Context: an optimization exercise on an open-source flow, tuned for small area, a short achievable clock period and few clock cycles per item. The choices shown serve that exercise and are no tape-out recipe. Function was checked by simulation only, so behaviour that the tests miss may differ from the original. No activity file was given, so power comes from the tool's default toggle rates.

### run.sh
#!/bin/bash
# synth_recipe.tcl (not shown) runs the flow's synth.tcl, then flattens the netlist and writes it again
# the make line also repeats each setting of config.mk as NAME=value (left out here)
make -C /OpenROAD-flow-scripts/flow DESIGN_CONFIG=/design/flow/config.mk WORK_HOME=/design/flow/orfs CLKGATE_MAP_FILE= SYNTH_SCRIPT=/design/flow/synth_recipe.tcl finish
### constraint.sdc
create_clock -name core_clock -period 4.0 [get_ports {clk}]
set_input_delay 0.8000 -clock core_clock [delete_from_list [all_inputs] [get_ports {clk}]]
set_output_delay 0.8000 -clock core_clock [all_outputs]
set_load 0.01 [all_outputs]
### config.mk
export PLATFORM = sky130hd
export DESIGN_NAME = ccp_link
export DESIGN_NICKNAME = ccp_link
export VERILOG_FILES = /design/flow/design.v
export SDC_FILE = /design/flow/constraint.sdc
export NUM_CORES = 4
export LEC_CHECK = 0
export CAP_MARGIN = 20
export CORE_MARGIN = 2
export CORE_UTILIZATION = 40
export SLEW_MARGIN = 20
### design.v
module ccp_link (
    input  wire        clk,
    input  wire        rst,         
    input  wire        op_valid,
    output wire        op_ready,
    input  wire [7:0]  op_sel,
    input  wire [7:0]  op_a,
    input  wire [7:0]  op_b,
    input  wire [63:0] op_d,
    input  wire [3:0]  op_len,
    input  wire        op_ext,
    output reg         rsp_valid,
    output reg  [2:0]  rsp_err,
    output reg  [63:0] rsp_data,
    output reg         rsp_reply,
    output reg         rsp_known,
    output reg  [3:0]  rsp_member
);
    localparam [7:0] OP_CRC_SEED   = 8'h00;
    localparam [7:0] OP_CRC_LOAD   = 8'h01;
    localparam [7:0] OP_CRC_UPDATE = 8'h02;
    localparam [7:0] OP_CRC_READ   = 8'h03;
    localparam [7:0] OP_ENC_CMD    = 8'h10;
    localparam [7:0] OP_ENC_REPLY  = 8'h11;
    localparam [7:0] OP_DECODE     = 8'h12;
    localparam [2:0] E_OK      = 3'd0;
    localparam [2:0] E_REFUSED = 3'd1;
    localparam [2:0] E_PAYLOAD = 3'd2;
    localparam [2:0] E_MSGLEN  = 3'd3;
    localparam [2:0] E_IDTYPE  = 3'd4;
    localparam [15:0] CRC_POLY = 16'hA001;
    localparam [15:0] CRC_INIT = 16'hFFFF;
    function [15:0] crc_step;
        input [15:0] c;
        input [7:0]  b;
        integer i;
        reg [15:0] x;
        begin
            x = c ^ {8'h00, b};
            for (i = 0; i < 8; i = i + 1) begin
                if (x[0])
                    x = (x >> 1) ^ CRC_POLY;
                else
                    x = x >> 1;
            end
            crc_step = x;
        end
    endfunction
    function [7:0] code_of;
        input [3:0] m;
        begin
            case (m)
                4'd0: code_of = 8'h01;    
                4'd1: code_of = 8'h02;    
                4'd2: code_of = 8'h03;    
                4'd3: code_of = 8'h04;    
                4'd4: code_of = 8'h07;    
                4'd5: code_of = 8'h0E;    
                4'd6: code_of = 8'h10;    
                4'd7: code_of = 8'h13;    
                4'd8: code_of = 8'h21;    
                4'd9: code_of = 8'h23;    
                default: code_of = 8'h00;
            endcase
        end
    endfunction
    function [4:0] lookup_code;
        input [7:0] x;
        begin
            case (x)
                8'h01: lookup_code = {1'b1, 4'd0};
                8'h02: lookup_code = {1'b1, 4'd1};
                8'h03: lookup_code = {1'b1, 4'd2};
                8'h04: lookup_code = {1'b1, 4'd3};
                8'h07: lookup_code = {1'b1, 4'd4};
                8'h0E: lookup_code = {1'b1, 4'd5};
                8'h10: lookup_code = {1'b1, 4'd6};
                8'h13: lookup_code = {1'b1, 4'd7};
                8'h21: lookup_code = {1'b1, 4'd8};
                8'h23: lookup_code = {1'b1, 4'd9};
                default: lookup_code = {1'b0, 4'd0};
            endcase
        end
    endfunction
    function [4:0] lookup_status;
        input [7:0] x;
        begin
            case (x)
                8'h00: lookup_status = {1'b1, 4'd0};    
                8'h10: lookup_status = {1'b1, 4'd1};    
                8'h30: lookup_status = {1'b1, 4'd2};    
                8'h31: lookup_status = {1'b1, 4'd3};    
                8'h32: lookup_status = {1'b1, 4'd4};    
                8'h33: lookup_status = {1'b1, 4'd5};    
                8'h35: lookup_status = {1'b1, 4'd6};    
                8'h36: lookup_status = {1'b1, 4'd7};    
                8'h37: lookup_status = {1'b1, 4'd8};    
                default: lookup_status = {1'b0, 4'd0};
            endcase
        end
    endfunction
    function [47:0] keep_bytes;
        input [47:0] p;
        input [3:0]  n;
        integer j;
        begin
            for (j = 0; j < 6; j = j + 1)
                keep_bytes[47 - 8*j -: 8] = (j < n) ? p[47 - 8*j -: 8] : 8'h00;
        end
    endfunction
    reg [15:0] crc0, crc1;
    assign op_ready = 1'b1;
    wire fire = op_valid && op_ready;
    reg  [2:0]  n_err;
    reg  [63:0] n_data;
    reg         n_reply, n_known;
    reg  [3:0]  n_member;
    reg  [15:0] n_crc0, n_crc1;
    reg  [4:0]  look;
    reg  [47:0] win;
    always @* begin
        n_err    = E_OK;
        n_data   = 64'd0;
        n_reply  = 1'b0;
        n_known  = 1'b0;
        n_member = 4'd0;
        n_crc0   = crc0;
        n_crc1   = crc1;
        look     = 5'd0;
        win      = 48'd0;
        case (op_sel)
            OP_CRC_SEED: begin
                if (op_a[0]) n_crc0 = CRC_INIT;
                if (op_a[1]) n_crc1 = CRC_INIT;
            end
            OP_CRC_LOAD: begin
                if (op_a == 8'd0)
                    n_crc0 = op_d[15:0];
                else if (op_a == 8'd1)
                    n_crc1 = op_d[15:0];
                else
                    n_err = E_REFUSED;
            end
            OP_CRC_UPDATE: begin
                if (op_a[0]) n_crc0 = crc_step(crc0, op_b);
                if (op_a[1]) n_crc1 = crc_step(crc1, op_b);
            end
            OP_CRC_READ: begin
                if (op_a == 8'd0)
                    n_data = {48'd0, crc0};
                else if (op_a == 8'd1)
                    n_data = {48'd0, crc1};
                else
                    n_err = E_REFUSED;
            end
            OP_ENC_CMD: begin
                if (op_a > 8'd9)
                    n_err = E_REFUSED;
                else if (op_len > 4'd6)
                    n_err = E_PAYLOAD;
                else begin
                    win    = keep_bytes(op_d[63:16], op_len);
                    n_data = {code_of(op_a[3:0]), op_b, win};
                end
            end
            OP_ENC_REPLY: begin
                if (op_len > 4'd5)
                    n_err = E_PAYLOAD;
                else begin
                    win    = keep_bytes({op_d[63:24], 8'h00}, op_len);
                    n_data = {8'hFF, op_a, op_b, win[47:8]};
                end
            end
            OP_DECODE: begin
                if (op_len != 4'd8)
                    n_err = E_MSGLEN;
                else if (!op_ext)
                    n_err = E_IDTYPE;
                else begin
                    n_data = op_d;
                    if (op_d[63:56] == 8'hFF) begin
                        n_reply = 1'b1;
                        look    = lookup_status(op_d[55:48]);
                    end else begin
                        look    = lookup_code(op_d[63:56]);
                    end
                    n_known  = look[4];
                    n_member = look[3:0];
                end
            end
            default: n_err = E_REFUSED;
        endcase
    end
    always @(posedge clk) begin
        if (rst) begin
            crc0       <= CRC_INIT;
            crc1       <= CRC_INIT;
            rsp_valid  <= 1'b0;
            rsp_err    <= E_OK;
            rsp_data   <= 64'd0;
            rsp_reply  <= 1'b0;
            rsp_known  <= 1'b0;
            rsp_member <= 4'd0;
        end else begin
            rsp_valid <= fire;
            if (fire) begin
                crc0       <= n_crc0;
                crc1       <= n_crc1;
                rsp_err    <= n_err;
                rsp_data   <= n_data;
                rsp_reply  <= n_reply;
                rsp_known  <= n_known;
                rsp_member <= n_member;
            end
        end
    end
endmodule
==> notes.md <==
DR pass1 iterations=6; setup TNS=0 ns; cells after synthesis=809; Syn Nets=909; CTS HTree Levels=3; DRT iter0 DRCs=688; Total GRT Usage=30.4%; final slew viol count=0; EDFF count, synth=0; maximum vdd drop=0.214 mV; cell accounting for the most synthesized area=dfxtp_1; outcome=complete, no violations; clk slew on worst S/H paths=0.08 ns; fraction of layout cells with a size suffix above 1=6.53%; CP max stage cell=or4_4; Post-CTS Resized=0; GR Overflow Total=0; hold path depth=2; CTS buffer count=9; Yosys reg bits=106; drc violations=0; final non-filler cell total=1166; Worst-Margin Slew=0.674 ns; Area Overhead vs Synth=33.7%; final period utilization=80.3%; Period minus WS final=3.21 ns; Seq/Total Area, Yosys=33.2%; Worst R2R Path Depth=6; top cells by area, synth=dfxtp_1 (33%), nand2_1 (6.1%), xnor2_1 (5.6%), a21oi_1 (5.6%), a22o_1 (3.8%); Worst slew margin=55.0%; Final Hold Fails=0; Multi-input gate area=3940 um2; number of global-route vias before repair=6387; routed wire length=26.4 mm; port bufs=169; Cell Chain, Critical Path=clkdlybuf4s50_1 -> or4_4 -> a211oi_2 -> nand3_2 -> nor2_1 -> a222oi_1 -> o21ai_1; Top FF cell, synth=dfxtp_1; Clock Latency Late Sink=0.37 ns; fmax=311 MHz; CP max stage delay=0.60 ns; Fill cells=1554; Max Cap Viol=0; Antenna Violating Nets Remaining=0; total core area=15800 um2; FFs w/ async S/R, synth=0%; vias per cell=6.02; Initial Utilization=40.5%; CTS tree=yes; sequential cell area=2120 um2; die span in x=130 um; leakage=2.82 nW; Yosys cell types=64; Synth warnings=1; CP arrival=3.51 ns; first-pass GRT wire length=38.5 mm; Synth top cells by count=dfxtp_1 (106), nand2_1 (104), a21oi_1 (71); Clock Path Buffers=2; # setup viols final=0; critical path launch point type=primary input; Power Density=275 nW/um2; CP max FO=12; min-delay worst type=reg2reg; CTS root buf=clkbuf_16; Crit Path Class=in2reg; Ports=171; vias post-DR=7023; Req. time, crit path=4.30 ns; Final GP Congestion=0.978; Worst Skew=0.00494 ns; Clock Sink Count=106; post-CTS setup buffers=0; final net count=1044; Syn Std Cell Area=6390 um2; total die area=17000 um2; hpwl dp=19.9 mm; largest net degree at the start of global routing=69; FP Rows=46; hold_buf cts=0; Worst setup EP type=flip-flop; placed cell count=1149; initial antenna violation count=1; Mean Syn Cell Area=7.90 um2; unrepaired setup endpoints after global routing=false; most frequent cell after synthesis=dfxtp_1; WL per Instance=22.6 um; Die Ht=130 um; share of the synthesized area in the top cell type=33.2%
## worst paths after layout
path                 from      endpoint  slack (ns)
min reg2reg  rsp_data[31]  rsp_data[31]        0.45
max reg2reg       crc1[5]       crc1[0]        1.86
min          rsp_data[31]  rsp_data[31]        0.45
max             op_sel[0]  rsp_data[35]        0.79
## cell type report
cell class,instances,share of cell area [%]
Antenna cell,1,0.0293
Timing Repair Buffer,194,22.1
Multi-Input combinational cell,625,46.1
Clock inverter,6,0.703
Tap cell,216,3.17
Clock buffer,10,2.68
Sequential cell,106,24.9
Inverter,8,0.352
## routing by layer
| metal | part of all wire, % | track usage [%] | vias up |
|---|---|---|---|
| met2 | 44 | 46.7 | 355 |
| met3 | 7.4 | 4.51 | 61 |
| met5 | 0 | 0 | - |
| li1 | - | - | 3256 |
| met4 | 4.4 | 14.4 | 0 |
| met1 | 44 | 42.1 | 3351 |
## placed cells by master, fill, tap and decap left out, types with 4 or more instances in the layout
| master | n |
|---|---|
| dfxtp_1 | 106 |
| o21ai_0 | 47 |
| a221oi_1 | 10 |
| or4b_1 | 4 |
| clkdlybuf4s50_1 | 168 |
| nor2_1 | 63 |
| a211oi_1 | 4 |
| a21oi_1 | 71 |
| nand3_1 | 6 |
| clkbuf_16 | 9 |
| mux2i_1 | 6 |
| buf_4 | 24 |
| nor4b_1 | 5 |
| nand4_1 | 10 |
| o22ai_1 | 19 |
| xnor2_1 | 41 |
| inv_1 | 8 |
| a21boi_0 | 4 |
| xor2_1 | 19 |
| a31oi_1 | 5 |
| o21ai_1 | 39 |
| a211o_1 | 24 |
| a22o_1 | 28 |
| nor2b_1 | 6 |
| or3_1 | 9 |
| ha_1 | 4 |
| nand2_1 | 104 |
| or4_1 | 4 |
| nand2b_1 | 5 |
| a222oi_1 | 20 |
| nor3_1 | 7 |
| a22oi_1 | 13 |
## through the flow
step	hold slack [ns]	setup slack, ns	power (W)	cell area, um2	util, %
5_1_grt	0.466	0.689	0.00243	8540	54.1
3_3_place_gp	0.437	0.601	0.00146	8250	52.3
4_1_cts	0.451	0.859	0.00236	8540	54.1
6_report	0.447	0.787	0.00235	8540	54.1
3_5_place_dp	0.440	0.476	0.00147	8250	52.3
2_1_floorplan	0.459	1.32	0.00126	6390	-
## flip-flops by register name, indices dropped and copies added (netlist names)
name,cells
rsp_valid,1
crc1,16
rsp_err,3
rsp_data,64
rsp_reply,1
crc0,16
rsp_known,1
rsp_member,4
## where the power goes
group | switching (W) | total (W) | internal, W
Sequential | 0.00000216 | 0.00106 | 0.00106
Combinational | 0.000225 | 0.000391 | 0.000167
Clock | 0.000459 | 0.000898 | 0.000439
Total | 0.000685 | 0.00235 | 0.00166
## logic make-up (layout without fill, tap and decap cells)
group / after synthesis / count (layout) / share of synthesized area [%]
AO/OA/AOI/OAI: 300 / 300 / 30.9
other: 1 / 2 / 0.0587
flip-flops: 106 / 106 / 33.2
multiplexers: 8 / 8 / 1.29
AND/OR/NAND/NOR: 251 / 251 / 19.9
XOR/XNOR: 61 / 61 / 8.58
adder cells (fa/ha/maj): 4 / 4 / 0.784
buffers and inverters: 78 / 218 / 5.25
## critical path, delay by kind of cell
kind            cells  cell delay (ns)
simple gates        3             1.43
compound gates      3             0.69
buf+inv             1             0.58
Testbench counts, summed over its fixed seeds: cycles 4,248, items 4,232.

[static timing again, ports no longer ideal]
The results above use ideal ports. As a check the final layout listed here was re-extracted and re-timed, cells and wires unchanged.
Step 1 assumes that a clkbuf_16 drives the clock port and a buf_2 every other input.
Step 2 times the ports against the registers' clock, not the clock port: input delays grow and output delays shrink by t, the midpoint of the rising clock arrivals with the driver on.
a / b / c = no drivers / after step 1 / after step 2; a / b = the first two.
t, ns: 0.407
setup WS [ns]: 0.787 / 0.809 / 0.402
hold slack, ns: 0.447 / 0.447 / 0.447
clock arrival spread, ns: 0.006 / 0.005
After both steps setup and hold are still met in this run. For this run, drivers alone change the setup slack by +0.022 ns; drivers and shift together by -0.385 ns.
